Source: an optimization exercise on an open RTL-to-GDS flow (aim: small area, a short achievable clock period and few clock cycles). Production flows keep margins and buffers that such runs may drop.
Only simulation tests tie the RTL to the original design; equivalence was not proved.
Power and IR drop assume default switching activity.

Setup of job 4835:
Design w25n_encoder, start of the top module:
module w25n_encoder (
    input  wire        clk,
    input  wire        rst,
    input  wire        req_valid,
    output wire        req_ready,
    input  wire [31:0] req_word0,
    input  wire [31:0] req_a,
    input  wire [31:0] req_b,
    input  wire        din_valid,
    output wire        din_ready,
    input  wire [7:0]  din_data,
    output reg         dout_valid,
    output wire [7:0]  dout_data,
    output reg         res_valid,
    output wire [7:0]  res_kind,
    output wire [31:0] res_info,
    output wire [23:0] res_rec,
    output reg         bus_valid,
    output reg  [7:0]  bus_tx,
    output reg         bus_last,
    input  wire        bus_ready,
    input  wire [7:0]  bus_rx,
    input  wire        bus_err
);
Size: roughly 200 I/O pins, about 13000 um2 of cells after synthesis.
clock: 10.0 ns
lec_check: 0
cap_margin: 20
core_margin: 2
core_utilization: 40
setup_slack_margin: 5
slew_margin: 20
tns_end_percent: 0
standard.sh (not shown) runs the stock make flow with config.mk's settings and CLKGATE_MAP_FILE= SYNTH_SCRIPT=/design/flow/synth_recipe.tcl, a recipe that flattens the netlist after the stock synthesis.
==> flow/flow/run.sh <==
#!/bin/bash
# Own layout flow: the standard flow, with a stronger setup-repair target
# (a larger slack margin) for the steps after synthesis. Synthesis is the
# standard one, unchanged. Each tool's output goes to its own log here.
set -euo pipefail
MARGIN=$(cat flow/margin.txt)
PORTBUF=$(cat flow/portbuf.txt 2>/dev/null || true)

# 1. standard synthesis, unchanged
bash standard.sh synth > synth.log 2>&1

# 2. the rest of the standard flow with the larger margin
sed -e "s/SETUP_SLACK_MARGIN=[^ ]*/SETUP_SLACK_MARGIN=${MARGIN}/" standard.sh > layout.sh
grep -q "SETUP_SLACK_MARGIN=${MARGIN}" layout.sh
if [[ -n "$PORTBUF" ]]; then
  export BUFFER_PORTS_ARGS="-buffer_cell ${PORTBUF}"
fi
bash layout.sh finish > layout.log 2>&1
test -f out/final.def
==> flow/flow/margin.txt <==
7.0
==> flow/flow/portbuf.txt <==
sky130_fd_sc_hd__buf_2
Having completed the whole flow, job 4835 delivered a layout that passed the timing, DRC and antenna checks.
Testbench counts of job 4835, summed over its fixed seeds: cycles 368,569.
### job 4835 -> job 5298
Settings: changing CORE_UTILIZATION from 40 to 50.
==> flow/flow/margin.txt <==
6.5
- In job 5298 the count of clock-buffer cells in the layout turned out 3 higher than in job 4835.
- A end point of the critical path of res_rec[11] is what job 5298 shows, while st[0] belongs to job 4835.
- [job 5298] met2 usage rose 8.2 points relative to job 4835
- The final hold slack of job 5298 is higher than that of job 4835.
- Non-filler instance count after layout delta for job 5298 relative to job 4835: 5.5% lower
- Job 5298 ends up with a total number of nets in the final design that is about 2.7% lower than in job 4835.
- The run showing the smaller transition time at the pin with the least slew margin is job 4835.
- Compared to job 4835, job 5298 shows a narrower setup margin.
- Looking only at count of placed standard cells including taps, and setting everything else aside, the lower value of job 4835 and job 5298 goes to job 5298.
Changes in job 2653 relative to job 5298:
Settings: changing CORE_UTILIZATION from 50 to 40; setting CTS_BUF_LIST to sky130_fd_sc_hd__clkbuf_4 sky130_fd_sc_hd__clkbuf_8 for the first time.
==> flow/flow/portbuf.txt <==
sky130_fd_sc_hd__buf_1
--- outcome ---
Job 2653: PASS, flow complete, no timing, DRC or antenna violations
Job 2653 vs job 5298: final cell count up by a few percent
Compared with job 5298, job 2653 shows mean number of vias per cell that has gone down by a few percent.
The layout-stage area growth over the synthesis result number comes out higher for job 5298 vs job 2653.
Comparing job 2653 against job 5298, there is no change at all in number of cells on the worst hold path.
Taking job 5298 as the reference, in job 2653 clock buffer count fell 3; worst setup slack lost 0.066 ns; placement-stage worst setup slack moved down; total wire length shows an increase of about 1.4%; sequential fraction of total cell area increased 0.95 points.
Job 2653 -> job 5298: synthesized-area fraction occupied by ao, oa, aoi and oai cells delta 0, exact match
--- input diff job 2653..job 555 ---
Settings: CTS_BUF_LIST: sky130_fd_sc_hd__clkbuf_4 sky130_fd_sc_hd__clkbuf_8 -> unset.
==> flow/flow/portbuf.txt <==
sky130_fd_sc_hd__buf_2
Results
Looking only at clock share of power, and setting everything else aside, the higher value of job 555 and job 2653 goes to job 555. Job 555: PASS, flow complete, no timing, DRC or antenna violations. Summary of job 555 over job 2653: combinational power rose by about 7%, area of all sequential standard cells ~0 delta, worst hold slack moved down, setup slack increased 0.070 ns. Job 555 can be clocked faster than job 2653. Compared to job 2653, job 555 has fraction of the core area covered by cells at the end of the flow 1.8 points higher. Summary: with job 2653 as the reference, layout filler cell count in job 555 moved down slightly.
What job 2873 does differently from job 555 at the input level:
Settings: SLEW_MARGIN changed from 20 to 10; CAP_MARGIN changed from 20 to 10; CTS_BUF_LIST newly set to sky130_fd_sc_hd__clkbuf_4 sky130_fd_sc_hd__clkbuf_8.
==> flow/flow/portbuf.txt <==
sky130_fd_sc_hd__buf_1
Results
Job 2873 reached the end of the flow, and the finished layout is clean on the timing, DRC and antenna checks.
On critical path's largest stage delay: between job 2873 and job 555, it ends up lower for job 2873.
Job 2873 vs job 555 on remaining max-slew budget at the tightest pin: job 2873 is the lower one.
Job 2873 reports a higher share of cell area taken by flip-flops and latches than job 555 does.

========
Another version of the RTL of w25n_encoder (not shown whole).
For scale: roughly 1800 cells after synthesis, roughly 0.016 mm^2 of cells after synthesis.
==> flow/design.v (excerpt) <==
module w25n_encoder (
    input  wire        clk,
    input  wire        rst,
    input  wire        req_valid,
    output wire        req_ready,
    input  wire [31:0] req_word0,
    input  wire [31:0] req_a,
    input  wire [31:0] req_b,
    input  wire        din_valid,
    output wire        din_ready,
    input  wire [7:0]  din_data,
    output reg         dout_valid,
    output wire [7:0]  dout_data,
    output reg         res_valid,
    output wire [7:0]  res_kind,
    output wire [31:0] res_info,
    output wire [23:0] res_rec,
    output reg         bus_valid,
    output reg  [7:0]  bus_tx,
    output reg         bus_last,
    input  wire        bus_ready,
    input  wire [7:0]  bus_rx,
    input  wire        bus_err
);
Settings: LEC_CHECK=0, CAP_MARGIN=20, CORE_MARGIN=2, CORE_UTILIZATION=40, SETUP_SLACK_MARGIN=5, SLEW_MARGIN=20; clock period 10.0 ns.
run.sh (not shown) runs the stock make flow with config.mk's settings and CLKGATE_MAP_FILE= SYNTH_SCRIPT=/design/flow/synth_recipe.tcl, a recipe that flattens the netlist after the stock synthesis.
Stock flow here: none of the scripts above is used.
Testbench counts at the start, summed over its fixed seeds: cycles 366,842.
Rerun with:
Settings changed: SETUP_SLACK_MARGIN 5 to not set.
- die area does not change
- synthesized area does not change
- routed wire length is about the same
- final cell count stays the same
- hold slack hardly moves

========
w25n_encoder, a different RTL version from the one above (not shown whole).
For scale: roughly 1500 cells after synthesis, ~13000 sq um of cells after synthesis.
// w25n_encoder
module w25n_encoder (
    input  wire        clk,
    input  wire        rst,
    input  wire        req_valid,
    output wire        req_ready,
    input  wire [31:0] req_word0,
    input  wire [31:0] req_a,
    input  wire [31:0] req_b,
    input  wire        din_valid,
    output wire        din_ready,
    input  wire [7:0]  din_data,
    output reg         dout_valid,
    output wire [7:0]  dout_data,
    output reg         res_valid,
    output wire [7:0]  res_kind,
    output wire [31:0] res_info,
    output wire [23:0] res_rec,
    output reg         bus_valid,
    output reg  [7:0]  bus_tx,
    output reg         bus_last,
    input  wire        bus_ready,
    input  wire [7:0]  bus_rx,
    input  wire        bus_err
);
    localparam [4:0] T_BAD    = 5'd0;
    localparam [4:0] T_RESET  = 5'd1;
    localparam [4:0] T_JEDEC  = 5'd2;
    localparam [4:0] T_WREN   = 5'd3;
    localparam [4:0] T_WRDI   = 5'd4;
    localparam [4:0] T_RDREG  = 5'd5;
    localparam [4:0] T_WRREG  = 5'd6;
    localparam [4:0] T_BERASE = 5'd7;
    localparam [4:0] T_PLOAD  = 5'd8;
    localparam [4:0] T_PLOADR = 5'd9;
    localparam [4:0] T_PEXEC  = 5'd10;
    localparam [4:0] T_PREAD  = 5'd11;
    localparam [4:0] T_RDATA  = 5'd12;
    localparam [4:0] T_UNPROT = 5'd13;
    localparam [4:0] T_PWRDN  = 5'd14;
    localparam [4:0] T_SREAD  = 5'd16;
    localparam [4:0] T_SWRITE = 5'd17;
    localparam [4:0] T_SERASE = 5'd18;
    localparam [4:0] T_SCAP   = 5'd19;
    localparam [4:0] T_BSTAT  = 5'd20;
    localparam [4:0] T_SCANST = 5'd24;
    localparam [4:0] T_SCANNX = 5'd25;
    localparam [3:0] K_OK        = 4'h0;
    localparam [3:0] K_TRANSPORT = 4'h1;
    localparam [3:0] K_WREN      = 4'h2;
    localparam [3:0] K_WRDI      = 4'h3;
    localparam [3:0] K_ERASE     = 4'h4;
    localparam [3:0] K_PROGRAM   = 4'h5;
    localparam [3:0] K_PROTECT   = 4'h6;
    localparam [3:0] K_ALIGN     = 4'h7;
    localparam [3:0] K_BOUNDS    = 4'h8;
    localparam [3:0] K_BADREQ    = 4'hA;
    localparam [3:0] S_IDLE = 4'd0;
    localparam [3:0] S_DISP = 4'd1;    
    localparam [3:0] S_C1   = 4'd2;    
    localparam [3:0] S_SR   = 4'd3;    
    localparam [3:0] S_POLL = 4'd4;    
    localparam [3:0] S_RG   = 4'd5;    
    localparam [3:0] S_U1   = 4'd6;    
    localparam [3:0] S_U2   = 4'd7;    
  ...
Settings: LEC_CHECK=0, CAP_MARGIN=20, CORE_MARGIN=2, CORE_UTILIZATION=40, SETUP_SLACK_MARGIN=5, SLEW_MARGIN=20; clock period 10.0 ns.
The starting point finished clean.
Testbench counts at the start, summed over its fixed seeds: cycles 367,522.
Edit:
==> flow/flow/run.sh (new file) <==
#!/bin/bash
# Own layout flow: the standard flow, with a stronger setup-repair target
# (a larger slack margin) for the steps after synthesis. Synthesis is the
# standard one, unchanged. Each tool's output goes to its own log here.
set -euo pipefail
MARGIN=$(cat flow/margin.txt)
PORTBUF=$(cat flow/portbuf.txt 2>/dev/null || true)

# 1. standard synthesis, unchanged
bash standard.sh synth > synth.log 2>&1

# 2. the rest of the standard flow with the larger margin
sed -e "s/SETUP_SLACK_MARGIN=[^ ]*/SETUP_SLACK_MARGIN=${MARGIN}/" standard.sh > layout.sh
grep -q "SETUP_SLACK_MARGIN=${MARGIN}" layout.sh
if [[ -n "$PORTBUF" ]]; then
  export BUFFER_PORTS_ARGS="-buffer_cell ${PORTBUF}"
fi
bash layout.sh finish > layout.log 2>&1
test -f out/final.def
==> flow/flow/margin.txt (new file) <==
6.5
==> flow/flow/portbuf.txt (new file) <==
sky130_fd_sc_hd__buf_2
==> flow/standard.sh (new file) <==
#!/bin/bash
# synth_recipe.tcl (not shown) runs the flow's synth.tcl, then flattens the netlist and writes it again
# the make line also repeats each setting of config.mk as NAME=value (left out here)
make -C /OpenROAD-flow-scripts/flow DESIGN_CONFIG=/design/flow/config.mk WORK_HOME=/design/flow/orfs CLKGATE_MAP_FILE= SYNTH_SCRIPT=/design/flow/synth_recipe.tcl "${@:-finish}"
removed: flow/run.sh
=>
- sequential power decreases by about 8%
- via count rises by about 6%
- register-to-register slack is better by 0.83 ns
- routed wire length went up by 9.6%

[separate check: timing with driven ports]
How much do the figures lean on ideal ports? The routed layouts below were timed once more, with nothing changed but the port constraints. Step 1 sets driving cells, clkbuf_16 on the clock port and buf_2 on the other inputs (assumed; they add their load-dependent delay and slew). Step 2 times the ports against the registers' clock, not the clock port: input delays grow and output delays shrink by t, the midpoint of the rising clock arrivals with the driver on. Slacks: ideal / step 1 / step 2; pairs: ideal / step 1.
run	shift t [ns]	setup slack, ns	slew at the worst register clock pin (ns)
job 4835	0.505	6.548 / 6.543 / 6.065	0.08 / 0.08
job 5298	0.484	6.435 / 6.384 / 6.116	0.08 / 0.08
job 2653	0.532	6.368 / 6.319 / 5.896	0.12 / 0.12
job 555	0.502	6.439 / 6.383 / 6.049	0.08 / 0.08
job 2873	0.532	6.368 / 6.319 / 5.896	0.12 / 0.12
the first run of note 2	0.530	5.111 / 5.050 / 5.036	0.09 / 0.09
the second run of note 2	0.530	5.087 / 5.026 / 4.999	0.09 / 0.09
the first run of note 3	0.492	5.107 / 5.057 / 4.931	0.08 / 0.08
the second run of note 3	0.500	6.228 / 6.177 / 5.781	0.08 / 0.08
After both steps every run listed still meets setup and hold. The setup slack of job 4835, which loses most, moves by -0.005 ns with the drivers and by -0.483 ns with both steps.
